From an optimization exercise on the open Yosys and OpenROAD flow, aimed at small area and few clock cycles; shortcuts taken in it are not production practice.
Function was checked by simulation only, so behaviour that the tests miss may differ from the original.
Power and IR drop assume default switching activity.

==> inputs of run a <==
==> flow/design.v <==
module mb_crc_table (
    input  wire [15:0] crc,
    input  wire [7:0]  data,
    output reg  [15:0] nxt
);
    integer k;
    always @(*) begin
        nxt = crc ^ {8'h00, data};
        for (k = 0; k < 8; k = k + 1)
            nxt = nxt[0] ? ((nxt >> 1) ^ 16'hA001) : (nxt >> 1);
    end
endmodule
module modbus_engine (
    input  wire        clk,
    input  wire        rst,           
    input  wire        start,         
    input  wire [31:0] timeout,       
    input  wire [31:0] now,           
    output wire        busy,
    output reg         done,          
    output wire        ok,
    output reg  [2:0]  cause,
    input  wire        rx_valid,
    input  wire [7:0]  rx_data,
    output wire        rx_ready,
    output wire        tx_valid,
    output wire [7:0]  tx_data,
    input  wire        tx_ready,
    input  wire        host_we,
    input  wire [15:0] host_addr,
    input  wire [15:0] host_wdata,
    output wire [15:0] host_rdata
);
    localparam N = 50;
    localparam [2:0] C_OK      = 3'd0;
    localparam [2:0] C_TIMEOUT = 3'd1;
    localparam [2:0] C_CRC     = 3'd2;
    localparam [2:0] C_UNSUP   = 3'd3;
    localparam [2:0] C_PRECOND = 3'd5;
    localparam [1:0] F3  = 2'd0;
    localparam [1:0] F6  = 2'd1;
    localparam [1:0] F16 = 2'd2;
    localparam [1:0] FX  = 2'd3;
    localparam [1:0] P_H = 2'd0;        
    localparam [1:0] P_B = 2'd1;        
    localparam [1:0] P_D = 2'd2;        
    localparam [1:0] P_T = 2'd3;        
    reg         act;                    
    reg         txs;                    
    reg  [1:0]  ph;
    reg  [31:0] to_r;                   
    reg  [31:0] rem;                    
    reg         pn0;                    
    reg  [2:0]  cnt;                    
    reg  [6:0]  ri;                     
    reg  [15:0] crc;
    reg  [7:0]  h0;                     
    reg  [1:0]  ft;                     
    reg  [15:0] fstart;                 
    reg  [15:0] fcount;                 
    reg  [7:0]  hb;                     
    reg         bc_bad;                 
    reg  [15:0] bank_a [0:N-1];
    reg  [15:0] bank_b [0:N-1];
    reg  [N-1:0] sel;                   
    reg  [N-1:0] pv;                    
    wire f3  = (ft == F3);
    wire f6  = (ft == F6);
    wire f16 = (ft == F16);
    assign busy = act;
    assign ok   = (cause == C_OK);
    wire rxs = act & ~txs;
    wire        tick = now[0] ^ pn0;
    wire        rem0 = (rem == 32'd0);
    wire        rem1 = (rem == 32'd1);
    wire        expired = rem0 | (rem1 & tick);
    wire [31:0] rem_dec;
    mb_dec32 u_rdec (.a(rem), .y(rem_dec));
    assign rx_ready = rxs & ~expired;
    assign tx_valid = act & txs;
    wire rx_take = rx_valid & rx_ready;
    wire tx_take = tx_ready & tx_valid;
    wire take    = rx_take | tx_take;
    wire start_take = ~act & start;
    wire ph_h = (ph == P_H);
    wire ph_b = (ph == P_B);
    wire ph_d = (ph == P_D);
    wire ph_t = (ph == P_T);
    wire [6:0] ri_inc;
    mb_inc7 u_inc (.a(ri), .y(ri_inc));
    wire       c_zero  = (fcount[6:0] == 7'd0);
    wire       ri_end  = (ri_inc == fcount[6:0]);
    wire       hdr_end = txs ? (f3 ? cnt == 3'd2 : cnt == 3'd5) : (cnt == 3'd5);
    wire       wr_rx   = rx_take & ((ph_h & f6 & cnt == 3'd5) | (ph_d & cnt[0]));
    wire [15:0] raddr;
    mb_add16 u_add (.a(fstart), .b(ri), .y(raddr));
    wire [7:0] rown, coln;                
    mb_predec u_dec (.addr(act ? raddr : host_addr), .rown(rown), .coln(coln));
    wire [N-1:0] dsa, dsb, en_a, en_b, en_s, sel_d, pv_n;
    wire [16*N-1:0] fa, fb;
    genvar g;
    generate
        for (g = 0; g < N; g = g + 1) begin : g_flat
            assign fa[16*g +: 16] = bank_a[g];
            assign fb[16*g +: 16] = bank_b[g];
        end
    endgenerate
    wire [15:0] rdata;
    mb_rmux u_rmux (.dsa(dsa), .dsb(dsb), .a(fa), .b(fb), .rdata(rdata));
    assign host_rdata = rdata;
    wire        hw   = ~act & host_we;
    wire        we   = hw | wr_rx;
    wire [15:0] wbus = {16{~rst}} & (act ? {hb, rx_data} : host_wdata);
    wire [15:0] crc_nxt;
    mb_crc_table u_crc (
        .crc  (crc),
        .data (tx_data),
        .nxt  (crc_nxt)
    );
    wire rx_last = ph_t & cnt[0];
    wire good    = (crc_nxt == 16'h0000);
    wire commit  = rx_take & rx_last & good & ~(f16 & bc_bad) & ~(f3 & (fcount[15:7] != 9'd0));
    generate
        for (g = 0; g < N; g = g + 1) begin : g_store
            mb_regctl u_ctl (
                .rst(rst), .start(start_take), .rown(rown[g / 8]), .coln(coln[g % 8]),
                .sel(sel[g]), .pv(pv[g]),
                .we(we), .hw(hw), .wr_rx(wr_rx), .commit(commit),
                .dsa(dsa[g]), .dsb(dsb[g]), .en_a(en_a[g]), .en_b(en_b[g]),
                .en_s(en_s[g]), .sel_d(sel_d[g]), .pv_n(pv_n[g])
            );
            always @(posedge clk) begin
                if (en_a[g]) bank_a[g] <= wbus;
                if (en_b[g]) bank_b[g] <= wbus;
                if (en_s[g]) sel[g] <= sel_d[g];
                pv[g] <= pv_n[g];
            end
        end
    endgenerate
    wire        hdr = txs & ph_h;
    wire [11:0] bsel = {
        ~txs,                           
        txs & ph_t &  cnt[0],           
        txs & ph_t & ~cnt[0],           
        txs & ph_d &  cnt[0],           
        txs & ph_d & ~cnt[0],           
        hdr & cnt == 3'd5,              
        hdr & cnt == 3'd4,              
        hdr & cnt == 3'd3,              
        hdr & cnt == 3'd2 & ~f3,        
        hdr & cnt == 3'd2 &  f3,        
        hdr & cnt == 3'd1,              
        hdr & cnt == 3'd0               
    };
    mb_txmux u_txmux (
        .bsel(bsel), .f3(f3), .f6(f6), .f16(f16),
        .h0(h0), .fstart(fstart), .fcount(fcount), .crc(crc), .rdata(rdata),
        .rx_data(rx_data), .tx_data(tx_data)
    );
    always @(posedge clk)
        pn0 <= now[0];
    always @(posedge clk) begin
        if (rst) begin
            act   <= 1'b0;
            done  <= 1'b0;
            cause <= C_OK;
        end else begin
            done <= 1'b0;
            if (start_take) begin
                to_r <= timeout;
                rem  <= timeout;
                act  <= 1'b1;
                txs  <= 1'b0;
                ph   <= P_H;
                cnt  <= 3'd0;
                ri   <= 7'd0;
                crc  <= 16'hFFFF;
            end
            if (~start_take & tick & ~rem0)
                rem <= rem_dec;
            if (rxs & expired) begin
                done  <= 1'b1;
                cause <= C_TIMEOUT;
                act   <= 1'b0;
            end
            if (rx_take) begin
                hb  <= rx_data;
                if (ph_h) begin
                    case (cnt)
                        3'd0: h0 <= rx_data;
                        3'd1: ft <= (rx_data == 8'h03) ? F3 :
                                    (rx_data == 8'h06) ? F6 :
                                    (rx_data == 8'h10) ? F16 : FX;
                        3'd2: fstart[15:8] <= rx_data;
                        3'd3: fstart[7:0]  <= rx_data;
                        3'd4: fcount[15:8] <= rx_data;
                        default: fcount[7:0] <= rx_data;
                    endcase
                    if (cnt == 3'd5) begin
                        rem <= to_r;
                        if (ft == FX) begin
                            done  <= 1'b1;
                            cause <= C_UNSUP;
                            act   <= 1'b0;
                        end else if (f16 && {fcount[15:8], rx_data} > 16'd50) begin
                            done  <= 1'b1;
                            cause <= C_PRECOND;
                            act   <= 1'b0;
                        end
                    end
                end
                if (ph_b)
                    bc_bad <= (rx_data != {fcount[6:0], 1'b0});
                if (rx_last) begin
                    if (commit) begin
                        txs <= 1'b1;
                    end else begin
                        done  <= 1'b1;
                        cause <= (f16 & bc_bad) ? C_PRECOND :
                                 ~good          ? C_CRC : C_PRECOND;
                        act   <= 1'b0;
                    end
                end
            end
            if (take) begin
                cnt <= cnt + 3'd1;
                if (ph_t & cnt[0])
                    crc <= 16'hFFFF;
                else if (~(txs & ph_t))
                    crc <= crc_nxt;
                if (ph_d & cnt[0])
                    ri <= ri_inc;
                if (ph_h & hdr_end) begin
                    cnt <= 3'd0;
                    ph  <= (f16 & ~txs) ? P_B : (f3 & txs & ~c_zero) ? P_D : P_T;
                end
                if (ph_b) begin
                    cnt <= 3'd0;
                    ph  <= c_zero ? P_T : P_D;
                end
                if (ph_d & cnt[0] & ri_end) begin
                    cnt <= 3'd0;
                    ph  <= P_T;
                end
                if (ph_t & cnt[0]) begin
                    cnt <= 3'd0;
                    ri  <= 7'd0;
                    ph  <= P_H;
                end
            end
            if (tx_take & ph_t & cnt[0]) begin
                act   <= 1'b0;
                done  <= 1'b1;
                cause <= C_OK;
            end
        end
    end
endmodule
module mb_dec32 (
    input  wire [31:0] a,
    output wire [31:0] y
);
    wire [32:0] b;                      
    assign b[0] = 1'b1;
    genvar i;
    generate
        for (i = 0; i < 32; i = i + 1) begin : g_d
            assign y[i]     = a[i] ^ b[i];
            assign b[i + 1] = b[i] & ~a[i];
        end
    endgenerate
endmodule
module mb_inc7 (
    input  wire [6:0] a,
    output wire [6:0] y
);
    wire [7:0] c;
    assign c[0] = 1'b1;
    genvar i;
    generate
        for (i = 0; i < 7; i = i + 1) begin : g_i
            assign y[i]     = a[i] ^ c[i];
            assign c[i + 1] = a[i] & c[i];
        end
    endgenerate
endmodule
module mb_add16 (
    input  wire [15:0] a,
    input  wire [6:0]  b,
    output wire [15:0] y
);
    wire [7:0] c;
    assign c[0] = 1'b0;
    genvar i;
    generate
        for (i = 0; i < 7; i = i + 1) begin : g_a
            assign y[i]     = a[i] ^ b[i] ^ c[i];
            assign c[i + 1] = (a[i] & b[i]) | ((a[i] ^ b[i]) & c[i]);
        end
    endgenerate
    wire [9:0] p;                       
    assign p[0] = 1'b1;
    generate
        for (i = 0; i < 9; i = i + 1) begin : g_h
            assign p[i + 1]  = p[i] & a[7 + i];
            assign y[7 + i]  = a[7 + i] ^ (c[7] & p[i]);
        end
    endgenerate
endmodule
module mb_predec (
    input  wire [15:0] addr,
    output wire [7:0]  rown,
    output wire [7:0]  coln
);
    wire hi0 = ~|addr[15:6];
    genvar g;
    generate
        for (g = 0; g < 8; g = g + 1) begin : g_p
            assign rown[g] = ~(hi0 & (addr[5:3] == g));
            assign coln[g] = ~(addr[2:0] == g);
        end
    endgenerate
endmodule
module mb_regctl (
    input  wire rst,
    input  wire start,
    input  wire rown,
    input  wire coln,
    input  wire sel,
    input  wire pv,
    input  wire we,
    input  wire hw,
    input  wire wr_rx,
    input  wire commit,
    output wire dsa,
    output wire dsb,
    output wire en_a,
    output wire en_b,
    output wire en_s,
    output wire sel_d,
    output wire pv_n
);
    wire dec = ~(rown | coln);
    assign dsa   = ~(rown | coln | sel);
    assign dsb   = dec & sel;
    assign en_a  = rst | (we & dsb);
    assign en_b  = we & dsa;
    assign en_s  = rst | (hw & dec) | (commit & pv);
    assign sel_d = ~(rst | sel);
    assign pv_n  = ~(start | ~(pv | (wr_rx & dec)));
endmodule
module mb_rmux (
    input  wire [49:0]  dsa,
    input  wire [49:0]  dsb,
    input  wire [799:0] a,
    input  wire [799:0] b,
    output wire [15:0]  rdata
);
    genvar i, k;
    generate
        for (i = 0; i < 16; i = i + 1) begin : g_bit
            wire [99:0] d, s;
            for (k = 0; k < 50; k = k + 1) begin : g_k
                assign d[2*k]     = a[16*k + i];
                assign d[2*k + 1] = b[16*k + i];
                assign s[2*k]     = dsa[k];
                assign s[2*k + 1] = dsb[k];
            end
            wire [33:0] p;
            for (k = 0; k < 33; k = k + 1) begin : g_p
                mb_aoi3 u_aoi (.d(d[3*k +: 3]), .s(s[3*k +: 3]), .y(p[k]));
            end
            mb_aoi2 u_aoi2 (.d(d[99]), .s(s[99]), .y(p[33]));
            mb_nand34 u_nand (.p(p), .y(rdata[i]));
        end
    endgenerate
endmodule
module mb_aoi3 (
    input  wire [2:0] d,
    input  wire [2:0] s,
    output wire       y
);
    assign y = ~((d[0] & s[0]) | (d[1] & s[1]) | (d[2] & s[2]));
endmodule
module mb_aoi2 (
    input  wire d,
    input  wire s,
    output wire y
);
    assign y = ~(d & s);
endmodule
module mb_nand34 (
    input  wire [33:0] p,
    output wire        y
);
    assign y = ~&p;
endmodule
module mb_txmux (
    input  wire [11:0] bsel,
    input  wire        f3,
    input  wire        f6,
    input  wire        f16,
    input  wire [7:0]  h0,
    input  wire [15:0] fstart,
    input  wire [15:0] fcount,
    input  wire [15:0] crc,
    input  wire [15:0] rdata,
    input  wire [7:0]  rx_data,
    output wire [7:0]  tx_data
);
    wire [7:0] fcode = {3'b000, f16, 1'b0, f6, f3 | f6, f3};
    assign tx_data = ({8{bsel[0]}}  & h0)
                   | ({8{bsel[1]}}  & fcode)
                   | ({8{bsel[2]}}  & {fcount[6:0], 1'b0})
                   | ({8{bsel[3]}}  & fstart[15:8])
                   | ({8{bsel[4]}}  & fstart[7:0])
                   | ({8{bsel[5]}}  & fcount[15:8])
                   | ({8{bsel[6]}}  & fcount[7:0])
                   | ({8{bsel[7]}}  & rdata[15:8])
                   | ({8{bsel[8]}}  & rdata[7:0])
                   | ({8{bsel[9]}}  & crc[7:0])
                   | ({8{bsel[10]}} & crc[15:8])
                   | ({8{bsel[11]}} & rx_data);
endmodule
==> flow/run.sh <==
#!/bin/bash
# synth_recipe.tcl (not shown) runs the flow's synth.tcl, then flattens the netlist and writes it again
# the make line also repeats each setting of config.mk as NAME=value (left out here)
make -C /OpenROAD-flow-scripts/flow DESIGN_CONFIG=/design/flow/config.mk WORK_HOME=/design/flow/orfs CLKGATE_MAP_FILE= SYNTH_SCRIPT=/design/flow/synth_recipe.tcl finish
==> flow/config.mk <==
export PLATFORM = sky130hd
export DESIGN_NAME = modbus_engine
export DESIGN_NICKNAME = modbus_engine
export VERILOG_FILES = /design/flow/design.v
export SDC_FILE = /design/flow/constraint.sdc
export NUM_CORES = 4
export LEC_CHECK = 0
export CAP_MARGIN = 20
export CORE_MARGIN = 2
export CORE_UTILIZATION = 45
export CTS_CLUSTER_DIAMETER = 100
export CTS_CLUSTER_SIZE = 30
export SLEW_MARGIN = 20
export SYNTH_HIERARCHICAL = 1
==> flow/constraint.sdc <==
create_clock -name core_clock -period 12.0 [get_ports {clk}]
set_input_delay 2.4000 -clock core_clock [delete_from_list [all_inputs] [get_ports {clk}]]
set_output_delay 2.4000 -clock core_clock [all_outputs]
set_load 0.01 [all_outputs]
==> run b: changes against run a <==
- CTS_CLUSTER_SIZE: 30 -> 25
==> notes.md <==
metric                                                                                              run b                    run a
Register-to-register path setup slack                                                             0.62 ns                  0.48 ns
Layout overhead on the synthesized area                                                             10.7%                    10.3%
Clock input transition at the sequential cells of the worst setup and hold paths                  0.11 ns                  0.12 ns
Initial antenna violation count                                                                         4                        3
Source of the worst hold timing path                                                               pv[31]                   pv[32]
Clock skew after layout                                                                         0.0449 ns                0.0404 ns
Crit share post-route                                                                               97.4%                    98.6%
Relative area of non-clock buffer cells in the final design                                         2.95%                    2.96%
Setup slack of the critical path after layout                                                    0.318 ns                 0.163 ns
Total Power                                                                                       11.4 mW                  11.2 mW
Result of the run                                                                 complete, no violations  complete, no violations
Met1 usage                                                                                          33.0%                    33.2%
Share of cells above drive strength 1                                                               9.79%                    9.64%
Testbench counts of run a, summed over its fixed seeds: cycles 37,574.
Testbench counts of run b, summed over its fixed seeds: cycles 37,574.

[what the ideal ports hide]
Ports are ideal in the flow. The routed layouts listed here were re-timed in OpenROAD. Step 1, drivers: a clkbuf_16 drives clk and a buf_2 each remaining input, both assumed. Step 2 also shifts input and output timing later by t, the mid clock arrival at the registers, as if the neighbouring blocks saw the same clock. Three values: ideal, step 1, step 2; two values: the first two.
| run | t, ns | slack for setup (ns) | slew at the worst register clock pin (ns) | worst data-port slew with drivers (ns) |
|---|---|---|---|---|
| run a | 0.798 | 0.163 / 0.082 / 0.475 | 0.12 / 0.12 | 0.07 |
| run b | 0.804 | 0.318 / 0.240 / 0.574 | 0.11 / 0.11 | 0.06 |
After both steps setup and hold are still met in every run listed.
